What follows belongs to an exercise in optimizing a design on an open flow for small area, a short achievable clock period and few clock cycles per item; a production flow would make more cautious choices. Where RTL was checked, it was by simulation tests only, not by an equivalence proof against the original. Power is estimated from default activity; no workload was simulated.

Setup of the reference run:
Design ble_rx_deframer, start of the top module:
module ble_rx_deframer (
    input  wire        clk,
    input  wire        rst,             
    input  wire [31:0] cfg_aa,
    input  wire        cfg_phy2m,       
    input  wire [5:0]  cfg_channel,
    input  wire        cfg_whiten,
    input  wire [23:0] cfg_crc_init,
    input  wire        bit_valid,
    input  wire        bit_data,
    input  wire        bit_last,
    output wire        bit_ready,
    output reg         pdu_valid,
    output wire [7:0]  pdu_data,
    output wire        res_valid,
    output wire [11:0] res_flags,
    output wire [15:0] res_sync_pos,
    output wire [31:0] res_aa,
    output wire [15:0] res_hdr,
    output wire [7:0]  res_pdu_len,
    output wire [23:0] res_crc,
    output wire [23:0] res_crc_rx,
    output wire [15:0] res_nbits
);
Size in the first run: ~210 flip-flops, ~230 I/O pins, ~8900 um2 of cells after synthesis.
Settings: LEC_CHECK=0, CAP_MARGIN=20, CORE_MARGIN=2, CORE_UTILIZATION=60, PLACE_DENSITY=0.75, SLEW_MARGIN=20; clock period 8.5 ns.
standard.sh (not shown) runs the stock make flow with config.mk's settings and CLKGATE_MAP_FILE= SYNTH_SCRIPT=/design/flow/synth_recipe.tcl, a recipe that flattens the netlist after the stock synthesis.
==> flow/flow/run.sh <==
#!/bin/bash
# Standard ORFS layout (the standard.sh) with: plain buf_1 cells as the
# port buffers, a larger setup margin for the resizer's timing repair, and a
# clock tree of clkbuf_8 buffers without dummy loads.
set -euo pipefail
cd "$(dirname "${BASH_SOURCE[0]}")/.."
export BUFFER_PORTS_ARGS="-buffer_cell sky130_fd_sc_hd__buf_1"
export SETUP_SLACK_MARGIN=5.45
export CTS_ARGS="-sink_clustering_enable -repair_clock_nets -dont_use_dummy_load -buf_list sky130_fd_sc_hd__clkbuf_8 -sink_clustering_size 16 -sink_clustering_max_diameter 60"
bash standard.sh > standard.log 2>&1
Setup changes, the reference run to the trial run
-- flow/flow/run.sh --
<<< the reference run, line 8
export SETUP_SLACK_MARGIN=5.45
export CTS_ARGS="-sink_clustering_enable -repair_clock_nets -dont_use_dummy_load -buf_list sky130_fd_sc_hd__clkbuf_8 -sink_clustering_size 16 -sink_clustering_max_diameter 60"
bash standard.sh > standard.log 2>&1
>>> the trial run, line 8
export SETUP_SLACK_MARGIN=5.45
export CTS_ARGS="-sink_clustering_enable -repair_clock_nets -dont_use_dummy_load -buf_list sky130_fd_sc_hd__clkbuf_8 -sink_clustering_size 16 -sink_clustering_max_diameter 60 -root_buf sky130_fd_sc_hd__clkbuf_16 -distance_between_buffers 1000 -branching_point_buffers_distance 1000"
bash standard.sh > standard.log 2>&1
## What came out
Lower insertion delay to the later sink of the worst-skew pair goes to the trial run over the reference run.
Relative to the reference run, the final cell area reported for the trial run is higher.
Combinational cell fraction of total power is higher on the reference run
No run of this note included a check of the RTL's function; only the layout flow was run.


ble_rx_deframer, a different RTL version from the one above (not shown whole).
Size in the first run: roughly 840 cells after synthesis, ~200 flip-flops, ~0.0092 mm^2 of cells after synthesis.
clock: 8.5 ns
lec_check: 0
cap_margin: 20
core_margin: 2
core_utilization: 40
place_density: 0.6
setup_slack_margin: 4.0
slew_margin: 20
run.sh (not shown) runs the stock make flow with config.mk's settings and CLKGATE_MAP_FILE= SYNTH_SCRIPT=/design/flow/synth_recipe.tcl, a recipe that flattens the netlist after the stock synthesis.
Stock flow here: none of the scripts above is used.
Then changed:
Settings changed: SETUP_SLACK_MARGIN 4.0 to default.
Result: Synthesized cell count stays the same. Wire length shrinks by 1.1%. Clock skew barely changes. Design area is lower by 1.2%. Clock power is higher by about 2%. Sequential power stays flat. Global-route usage is lower by 0.15 points.
No functional check of the RTL was part of any run of this note.


Another version of the RTL of ble_rx_deframer (not shown whole).
Size in the first run: roughly 770 cells after synthesis, roughly 230 I/O pins, about 0.0087 sq mm of cells after synthesis.
clock: 8.5 ns
lec_check: 0
cap_margin: 20
core_margin: 2
core_utilization: 40
place_density: 0.6
slew_margin: 20
standard.sh (not shown) runs the stock make flow with config.mk's settings and CLKGATE_MAP_FILE= SYNTH_SCRIPT=/design/flow/synth_recipe.tcl, a recipe that flattens the netlist after the stock synthesis.
==> flow/flow/run.sh <==
#!/bin/bash
# Standard ORFS layout (the standard.sh), with plain buf_1 cells as the
# port buffers instead of the default delay-buffer cell, and a larger setup
# margin for the resizer's timing repair.
set -euo pipefail
cd "$(dirname "${BASH_SOURCE[0]}")/.."
export BUFFER_PORTS_ARGS="-buffer_cell sky130_fd_sc_hd__buf_1"
export SETUP_SLACK_MARGIN=5.6
bash standard.sh > standard.log 2>&1
Testbench counts at the start, summed over its fixed seeds: cycles 147,147, bits 146,743.
==> next run, changes <==
--- a/flow/config.mk
+++ b/flow/config.mk
@@ -10,2 +10,5 @@
 export CORE_UTILIZATION = 40
+export CTS_BUF_LIST = sky130_fd_sc_hd__clkbuf_8
+export CTS_CLUSTER_DIAMETER = 60
+export CTS_CLUSTER_SIZE = 16
 export PLACE_DENSITY = 0.6
=> Total power goes down by 9.2%. Cell area hardly moves. Combinational power increases by about 3%. Cell count went up by 0.61%. Worst setup slack is worse by 0.059 ns. Synthesized cell count does not change. Wire length grows by 1.8%. Register-to-register slack got worse by 0.05 ns. Via count grows by 0.69%.

==> re-timing with driven ports <==
The flow's constraints put no driver on any port. The routed layouts listed below were extracted and timed again, unchanged, in two steps. Step 1 assumes that a clkbuf_16 drives the clock port and a buf_2 every other input. Step 2 adds t to the input delays and takes it off the output delays; t is the mean of the earliest and latest rising clock arrival at the registers after step 1. Input paths then give back, and output paths get back, about the clock's delay inside the block. a / b / c = no drivers / after step 1 / after step 2; a / b = the first two.
run	t, ns	setup slack, ns	cell pins on the clock port's net
the reference run	0.520	5.515 / 5.477 / 5.665	1
the trial run	0.495	5.541 / 5.496 / 5.637	1
the first run of note 2	0.471	3.804 / 3.804 / 3.804	1
the second run of note 2	0.471	3.487 / 3.487 / 3.487	1
the first run of note 3	0.549	5.549 / 5.505 / 5.088	1
the second run of note 3	0.570	5.490 / 5.450 / 5.071	1
After both steps every run listed still meets setup and hold. The setup slack of the first run of note 3, which loses most, moves by -0.044 ns with the drivers and by -0.461 ns with both steps.
